Context: an optimization exercise on an open-source flow, tuned for small area, a short achievable clock period and few clock cycles. The choices shown serve that exercise and are no tape-out recipe.
Function was checked by simulation only, so behaviour that the tests miss may differ from the original.
No activity file was given, so power comes from the tool's default toggle rates.

**design/flow/config.mk**
```make
export PLATFORM = sky130hd
export DESIGN_NAME = bdd_deframer
export DESIGN_NICKNAME = bdd_deframer
export VERILOG_FILES = /design/flow/design.v
export SDC_FILE = /design/flow/constraint.sdc
export NUM_CORES = 4
export LEC_CHECK = 0
export CAP_MARGIN = 20
export CORE_MARGIN = 2
export CORE_UTILIZATION = 40
export SLEW_MARGIN = 20
```
**design/flow/constraint.sdc**
```tcl
create_clock -name core_clock -period 10.0 [get_ports {clk}]
set_input_delay 2.0000 -clock core_clock [delete_from_list [all_inputs] [get_ports {clk}]]
set_output_delay 2.0000 -clock core_clock [all_outputs]
set_load 0.01 [all_outputs]
```
**design/flow/design.v**
```verilog
module bdd_dec #(
    parameter MAX_FRAME = 32,
    parameter MIN_FRAME = 4
) (
    input  wire       clk,
    input  wire       rst,
    input  wire       clr,        
    input  wire       step,       
    input  wire       d,
    output wire       fe,         
    output wire       ce,         
    output wire       good,       
    output wire [5:0] len,        
    input  wire [4:0] rd_idx,
    output wire [7:0] rd_data
);
    localparam [15:0] CRC_POLY_R = 16'h8408;
    localparam [15:0] CRC_INIT   = 16'hFFFF;
    localparam [15:0] CRC_GOOD   = 16'hF0B8;
    reg  [7:0]  w;
    reg         in_frame;
    reg  [7:0]  acc;
    reg  [2:0]  nbits;
    reg  [5:0]  count;
    reg  [15:0] crc;
    reg  [7:0]  buf_mem [0:MAX_FRAME-1];
    function [15:0] crc_update;
        input [15:0] c;
        input [7:0]  b;
        integer k;
        begin
            crc_update = c ^ {8'h00, b};
            for (k = 0; k < 8; k = k + 1) begin
                if (crc_update[0])
                    crc_update = (crc_update >> 1) ^ CRC_POLY_R;
                else
                    crc_update = crc_update >> 1;
            end
        end
    endfunction
    wire [7:0] w_new   = {d, w[7:1]};
    wire       is_flag = (w_new == 8'h7E);
    wire       is_stuf = ((w_new & 8'hFE) == 8'h7C);
    wire       is_inv  = (w_new == 8'hFE);
    wire op_open  = !in_frame && is_flag;
    wire op_close =  in_frame && is_flag;
    wire op_abort =  in_frame && is_inv;
    wire op_data  =  in_frame && !is_flag && !is_stuf && !is_inv;
    wire long_enough = (count >= MIN_FRAME);
    wire crc_ok      = (count >= 2) && long_enough && (crc == CRC_GOOD);
    assign good = step && op_close && crc_ok;
    assign fe   = step && ((op_close && !crc_ok) || op_abort);
    assign ce   = step && op_close && !crc_ok && long_enough;
    assign len  = count - 6'd2;
    assign rd_data = buf_mem[rd_idx];
    wire [7:0] acc_new = {d, acc[7:1]};
    always @(posedge clk) begin
        if (rst) begin
            w        <= 8'h00;
            in_frame <= 1'b0;
            nbits    <= 3'd0;
            count    <= 6'd0;
            crc      <= CRC_INIT;
        end else if (clr) begin
            w        <= 8'h00;
            in_frame <= 1'b0;
        end else if (step) begin
            w <= w_new;
            if (op_open || op_close) begin
                in_frame <= 1'b1;
                count    <= 6'd0;
                crc      <= CRC_INIT;
                nbits    <= 3'd0;
            end else if (op_abort) begin
                in_frame <= 1'b0;
            end else if (op_data) begin
                acc <= acc_new;
                if (nbits == 3'd7) begin
                    if (count < MAX_FRAME) begin
                        buf_mem[count[4:0]] <= acc_new;
                        crc   <= crc_update(crc, acc_new);
                        count <= count + 6'd1;
                    end
                    nbits <= 3'd0;
                end else begin
                    nbits <= nbits + 3'd1;
                end
            end
        end
    end
endmodule
module bdd_deframer (
    input  wire        clk,
    input  wire        rst,
    input  wire        in_valid,
    input  wire [7:0]  in_data,
    output wire        in_ready,
    output wire        out_valid,
    output reg  [7:0]  out_data,
    input  wire        out_ready,
    output reg         chunk_done,
    output reg         locked,
    output reg         sel,
    output reg  [15:0] frame_count,
    output reg  [15:0] fcs_err_count,
    output reg  [15:0] in_byte_count,
    output reg  [15:0] out_byte_count
);
    localparam MAX_FRAME     = 32;
    localparam MIN_FRAME     = 4;
    localparam CHUNK_SIZE    = 34;
    localparam RESYNC_PERIOD = 4;
    localparam [2:0] S_IDLE   = 3'd0,
                     S_BIT    = 3'd1,
                     S_EMIT_H = 3'd2,
                     S_EMIT_L = 3'd3,
                     S_EMIT_D = 3'd4,
                     S_END    = 3'd5;
    reg  [2:0] state;
    reg  [2:0] ret_state;
    reg  [7:0] byte_r;
    reg  [2:0] bit_idx;
    reg  [5:0] byte_idx;
    reg  [1:0] phase;
    reg        slot;
    reg  [8:0] hist0 [0:1];
    reg  [8:0] hist1 [0:1];
    reg  [4:0] emit_len;
    reg  [4:0] emit_idx;
    wire eval = (phase == 2'd0);
    wire       d0 = byte_r[bit_idx];
    wire       in_bit_state = (state == S_BIT);
    wire       step0 = in_bit_state && (eval || sel == 1'b0);
    wire       step1 = in_bit_state && (eval || sel == 1'b1);
    wire       chunk_start = (state == S_IDLE) && in_valid && (byte_idx == 6'd0) && eval;
    wire       clr0 = chunk_start && (sel != 1'b0);
    wire       clr1 = chunk_start && (sel != 1'b1);
    wire       fe0, ce0, good0, fe1, ce1, good1;
    wire [5:0] len0, len1;
    wire [7:0] rd0, rd1;
    bdd_dec #(.MAX_FRAME(MAX_FRAME), .MIN_FRAME(MIN_FRAME)) u_dec0 (
        .clk(clk), .rst(rst), .clr(clr0), .step(step0), .d(d0),
        .fe(fe0), .ce(ce0), .good(good0), .len(len0),
        .rd_idx(emit_idx), .rd_data(rd0)
    );
    bdd_dec #(.MAX_FRAME(MAX_FRAME), .MIN_FRAME(MIN_FRAME)) u_dec1 (
        .clk(clk), .rst(rst), .clr(clr1), .step(step1), .d(~d0),
        .fe(fe1), .ce(ce1), .good(good1), .len(len1),
        .rd_idx(emit_idx), .rd_data(rd1)
    );
    wire       ce_sel   = sel ? ce1   : ce0;
    wire       good_sel = sel ? good1 : good0;
    wire [5:0] len_sel  = sel ? len1  : len0;
    reg  [2:0] next_after_bit;
    always @(*) begin
        if (bit_idx != 3'd0)
            next_after_bit = S_BIT;
        else if (byte_idx == CHUNK_SIZE - 1)
            next_after_bit = S_END;
        else
            next_after_bit = S_IDLE;
    end
    wire [9:0] tot0 = hist0[0] + hist0[1];
    wire [9:0] tot1 = hist1[0] + hist1[1];
    wire       do_switch = sel ? (tot0 < tot1) : (tot1 < tot0);
    assign in_ready  = (state == S_IDLE);
    assign out_valid = (state == S_EMIT_H) || (state == S_EMIT_L) || (state == S_EMIT_D);
    always @(*) begin
        case (state)
            S_EMIT_H: out_data = 8'h00;
            S_EMIT_L: out_data = {3'b000, emit_len};
            S_EMIT_D: out_data = sel ? rd1 : rd0;
            default:  out_data = 8'h00;
        endcase
    end
    always @(posedge clk) begin
        if (rst) begin
            state          <= S_IDLE;
            ret_state      <= S_IDLE;
            bit_idx        <= 3'd0;
            byte_idx       <= 6'd0;
            phase          <= 2'd0;
            slot           <= 1'b0;
            hist0[0]       <= 9'd0;
            hist0[1]       <= 9'd0;
            hist1[0]       <= 9'd0;
            hist1[1]       <= 9'd0;
            sel            <= 1'b0;
            locked         <= 1'b0;
            frame_count    <= 16'd0;
            fcs_err_count  <= 16'd0;
            in_byte_count  <= 16'd0;
            out_byte_count <= 16'd0;
            emit_len       <= 5'd0;
            emit_idx       <= 5'd0;
            chunk_done     <= 1'b0;
        end else begin
            chunk_done <= 1'b0;
            case (state)
                S_IDLE: begin
                    if (in_valid) begin
                        byte_r  <= in_data;
                        bit_idx <= 3'd7;
                        if (chunk_start) begin
                            hist0[slot] <= 9'd0;
                            hist1[slot] <= 9'd0;
                        end
                        state <= S_BIT;
                    end
                end
                S_BIT: begin
                    if (eval) begin
                        hist0[slot] <= hist0[slot] + {8'd0, fe0};
                        hist1[slot] <= hist1[slot] + {8'd0, fe1};
                    end
                    fcs_err_count <= fcs_err_count + {15'd0, ce_sel};
                    bit_idx <= bit_idx - 3'd1;
                    if (bit_idx == 3'd0 && byte_idx != CHUNK_SIZE - 1)
                        byte_idx <= byte_idx + 6'd1;
                    if (good_sel) begin
                        locked         <= 1'b1;
                        frame_count    <= frame_count + 16'd1;
                        out_byte_count <= out_byte_count + {10'd0, len_sel};
                        emit_len       <= len_sel[4:0];
                        emit_idx       <= 5'd0;
                        ret_state      <= next_after_bit;
                        state          <= S_EMIT_H;
                    end else begin
                        state <= next_after_bit;
                    end
                end
                S_EMIT_H: begin
                    if (out_ready)
                        state <= S_EMIT_L;
                end
                S_EMIT_L: begin
                    if (out_ready)
                        state <= (emit_len == 5'd0) ? ret_state : S_EMIT_D;
                end
                S_EMIT_D: begin
                    if (out_ready) begin
                        emit_idx <= emit_idx + 5'd1;
                        if (emit_idx == emit_len - 5'd1)
                            state <= ret_state;
                    end
                end
                S_END: begin
                    byte_idx      <= 6'd0;
                    in_byte_count <= in_byte_count + CHUNK_SIZE;
                    phase         <= (phase == RESYNC_PERIOD - 1) ? 2'd0 : phase + 2'd1;
                    if (eval) begin
                        slot <= slot + 1'b1;
                        if (do_switch) begin
                            sel    <= ~sel;
                            locked <= 1'b0;
                        end
                    end
                    chunk_done <= 1'b1;
                    state      <= S_IDLE;
                end
                default: state <= S_IDLE;
            endcase
        end
    end
endmodule
```
**design/flow/run.sh**
```bash
#!/bin/bash
# synth_recipe.tcl (not shown) runs the flow's synth.tcl, then flattens the netlist and writes it again
# the make line also repeats each setting of config.mk as NAME=value (left out here)
make -C /OpenROAD-flow-scripts/flow DESIGN_CONFIG=/design/flow/config.mk WORK_HOME=/design/flow/orfs CLKGATE_MAP_FILE= SYNTH_SCRIPT=/design/flow/synth_recipe.tcl finish
```
==> run_results.csv <==
group,metric,value,unit
setup_path,critical_path_class,"flip-flop to output pin",
yosys,synthesis.nets,2271,
route,viasPerCell,5.59,
clock_tree,cts.sinks,735,
setup_path,crit_path_start_kind,"flip-flop",
clock_tree,cts_tree,"done",
placed_design,hpwl,48800,um
clock_tree,clock_path_buffers,3,
floorplanning,dieArea,82000,sq um
global_routing,first_global_vias,18779,
sta,finalMaxSlewViolations,0,
finish,nets,2359,
route,wl,76200,um
setup_path,crit_path_frequent_cell,"mux4_2",
floorplanning,core,79000,sq um
finish,diodes,0,
yosys,yosysSeqAreaShare,0.640,
global_routing,grt_pass1_wl,116000,um
finish,final_area,36500,sq um
route,antenna_left,0,
status,status,"timing/DRC/antenna clean",
yosys,yosys_warnings,2,
setup_path,max_stage_delay,0.97,ns
clock_tree,h-tree-depth,3,
yosys,synth_cells,2189,
clock_tree,holdBufCountCts,0,
route,drcViolationCount,0,
sta,fin_setup_tns,0,ns
route,firstDrtPassIters,5,
sta,min_period,6.57,ns
finish,fill_cells,6716,
run,max_cap_viol_count,0,
clock_tree,post_cts_buffers,0,
placed_design,io_buffer_count,87,
sta,fin_crit_sh,0.657,
setup_path,crit_path_cell_trace,"buf_4, mux4_2, mux4_2, a22oi_1, nand3_1, clkdlybuf4s50_1",
floorplanning,row_count,103,
sta,setup_violations,0,
sta,skew,0.0284,ns
floorplanning,die_y,286,um
floorplanning,die_w,286,um
global_routing,track_usage,0.186,
yosys,synth_edf_count,570,
sta,fmax,152,MHz
yosys,ys.flop_type,"edfxtp_1",
clock_tree,cts_resized,0,
sta,finalHoldViolations,0,
placed_design,routabilityCongestion,0.822,
hold_path,hp-class,"flip-flop to flip-flop",
floorplanning,start_util,0.404,
yosys,yosys_register_bits,735,
clock_tree,numCtsBuffers,76,
sta,rsz0062_at_grt,"no",
yosys,synth.avg_cell_area,14.6,sq um
route,drt_iter0_drc,1801,
placed_design,dpl_cell_area,33800,sq um
setup_path,critPathSlowestCell,"dfxtp_4",
sta,slew_headroom,0.220,
finish,fin_util,0.462,
yosys,syn_area,31900,sq um
global_routing,grt_overflow,0,
clock_tree,clock_latency,0.63,ns
clock_tree,root_buffer,"clkbuf_16",
finish,drive_gt1_frac,0.146,
global_routing,grt_max_degree,82,
yosys,synth-async-reset-ratio,0,
yosys,post-synth-top-area-cell,"edfxtp_1",
clock_tree,path_clk_slew,0.06,ns
setup_path,cp.arrival,4.57,ns
yosys,synth.top_cell.area_share,0.537,
route,num_vias,18950,
sta,worst_pin_slew,1.17,ns
yosys,synth_area_leaders,"edfxtp_1 54%, mux4_2 11%, dfxtp_1 10%",
setup_path,cp_max_fo,71,
yosys,ys_types,82,
power,power_leakage,11.6,nW
route,wl_per_cell,22.5,um
global_routing,antenna_found_initial,0,
setup_path,worstPathRequired,8.00,ns
finish,syn2layout_area_growth,14.5,%
floorplanning,pin_count,89,
power,pwr_density_cell,175,nW/um^2
power,irDropWorstVdd,0.132,mV
setup_path,cp-end-kind,"output pin",
## synth_stat cells, drive strengths merged, types with 5 or more instances
| cell | instances |
|---|---|
| nor2b | 25 |
| nand4 | 28 |
| a32oi | 6 |
| inv | 38 |
| o22ai | 29 |
| o21a | 5 |
| buf | 49 |
| or2 | 5 |
| nand3 | 50 |
| o41ai | 5 |
| nand2 | 174 |
| dfxtp | 165 |
| a31oi | 11 |
| nor2 | 173 |
| ha | 67 |
| a21oi | 93 |
| a211oi | 16 |
| and3 | 22 |
| nor3 | 37 |
| xnor2 | 56 |
| and3b | 5 |
| a32o | 5 |
| a21o | 9 |
| mux2 | 14 |
| nand4b | 5 |
| nand2b | 14 |
| edfxtp | 570 |
| mux2i | 42 |
| clkbuf | 60 |
| o21ai | 47 |
| nor3b | 6 |
| xor2 | 69 |
| o31ai | 13 |
| and2 | 11 |
| a221oi | 5 |
| or3b | 5 |
| or3 | 20 |
| mux4 | 149 |
| a22oi | 6 |
| nor4 | 12 |
| or4 | 14 |
## metal layers
metal / GRT usage / part of all wire / routed length (um) / vias to the layer above
li1: - / - / - / 8596
met1: 0.254 / 0.43 / 32900 / 9698
met2: 0.310 / 0.49 / 37400 / 556
met3: 0.0243 / 0.053 / 4070 / 100
met4: 0.0596 / 0.024 / 1820 / 0
met5: 0 / 0 / 0 / -
## cell usage in the layout (no fill, tap or decap), types with 9 or more instances in the layout
master	instances
clkbuf_16	77
o22ai_1	29
or3_1	20
nand2b_1	14
edfxtp_1	570
clkdlybuf4s50_1	86
nor2_1	165
nand3_1	45
buf_4	23
nor2b_1	25
and2_1	11
or4_1	14
mux4_2	149
a21o_1	9
nand2_1	174
mux2_2	14
dfxtp_1	161
inv_1	38
mux2i_1	42
clkinv_2	11
and3_1	22
xnor2_1	56
clkinv_1	15
a211oi_1	16
clkbuf_1	16
xor2_1	69
nand4_1	28
ha_1	67
o21ai_0	45
bufinv_16	9
a31oi_1	11
nor3_1	36
a21oi_1	92
o31ai_1	13
## stage by stage
step                      power, W  instances  worst slack, ns  hold slack [ns]
after floorplan            0.00351       2189             5.72            0.428
after global placement     0.00356       3237             4.05            0.437
after detailed placement   0.00357       3238             4.01            0.451
after CTS                  0.00645       3377             3.33            0.459
after global routing       0.00660       3388             3.19            0.482
final                      0.00639       3388             3.43            0.459
## kinds of logic after synthesis
family,count (synthesis),synth area share
other cells,1,0.000118
fa+ha+maj,70,0.0282
compound gates,284,0.0575
mux,205,0.123
flops,735,0.640
xor+xnor,125,0.0343
simple gates,621,0.0970
buf+inv,148,0.0192
## state kept, by name (all words and copies together) (netlist names), 18 cells and up, named ones only
register        cells
hist1              18
hist0              18
u_dec1.buf_mem    256
u_dec0.buf_mem    256
## final timing paths
kind,slack (ns),end,start,cells past startpoint
hold reg to reg,0.46,ret_state[2],ret_state[2],2
setup / recovery,3.43,out_data[2],flip-flop,6
hold / removal,0.46,ret_state[2],ret_state[2],2
setup reg to reg,5.56,hist0[0][8],state[0],11
## power by group
part / internal [W] / leakage [nW] / switching, W / total (W)
clock network: 0.00169 / 1.23 / 0.00120 / 0.00288
logic: 0.0000717 / 3.82 / 0.000135 / 0.000207
registers: 0.00328 / 6.51 / 0.0000155 / 0.00330
## critical path: cells and delay by family (launching register included)
kind / cells / cell delay (ns)
buf+inv: 2 / 1.45
flops: 1 / 0.97
mux: 2 / 0.95
compound gates: 1 / 0.31
simple gates: 1 / 0.18
## layout make-up
| class | instances | area (sq um) | share of cell area |
|---|---|---|---|
| Tap cell | 1050 | 1310 | 0.0360 |
| Inverter | 39 | 146 | 0.00401 |
| Clock buffer | 97 | 2040 | 0.0557 |
| Multi-Input combinational cell | 1306 | 10900 | 0.298 |
| Sequential cell | 735 | 20400 | 0.559 |
| Timing Repair Buffer | 119 | 1190 | 0.0327 |
| Clock inverter | 42 | 513 | 0.0140 |
Testbench counts, summed over its fixed seeds: cycles 61,955.

==> port drivers added, routing unchanged <==
Ports are ideal in the flow. The routed layout listed here was re-timed in OpenROAD. Step 1, drivers: a clkbuf_16 drives clk and a buf_2 each remaining input, both assumed. Step 2 times the ports against the registers' clock, not the clock port: input delays grow and output delays shrink by t, the midpoint of the rising clock arrivals with the driver on. Slacks: ideal / step 1 / step 2; pairs: ideal / step 1.
t, ns: 0.673
setup slack, ns: 3.434 / 3.372 / 4.046
slew at the worst register clock pin (ns): 0.06 / 0.06
cell pins on the clock port's net: 1
After both steps setup and hold are still met in this run. The setup slack of this run moves by -0.062 ns with the drivers and by +0.612 ns with both steps.
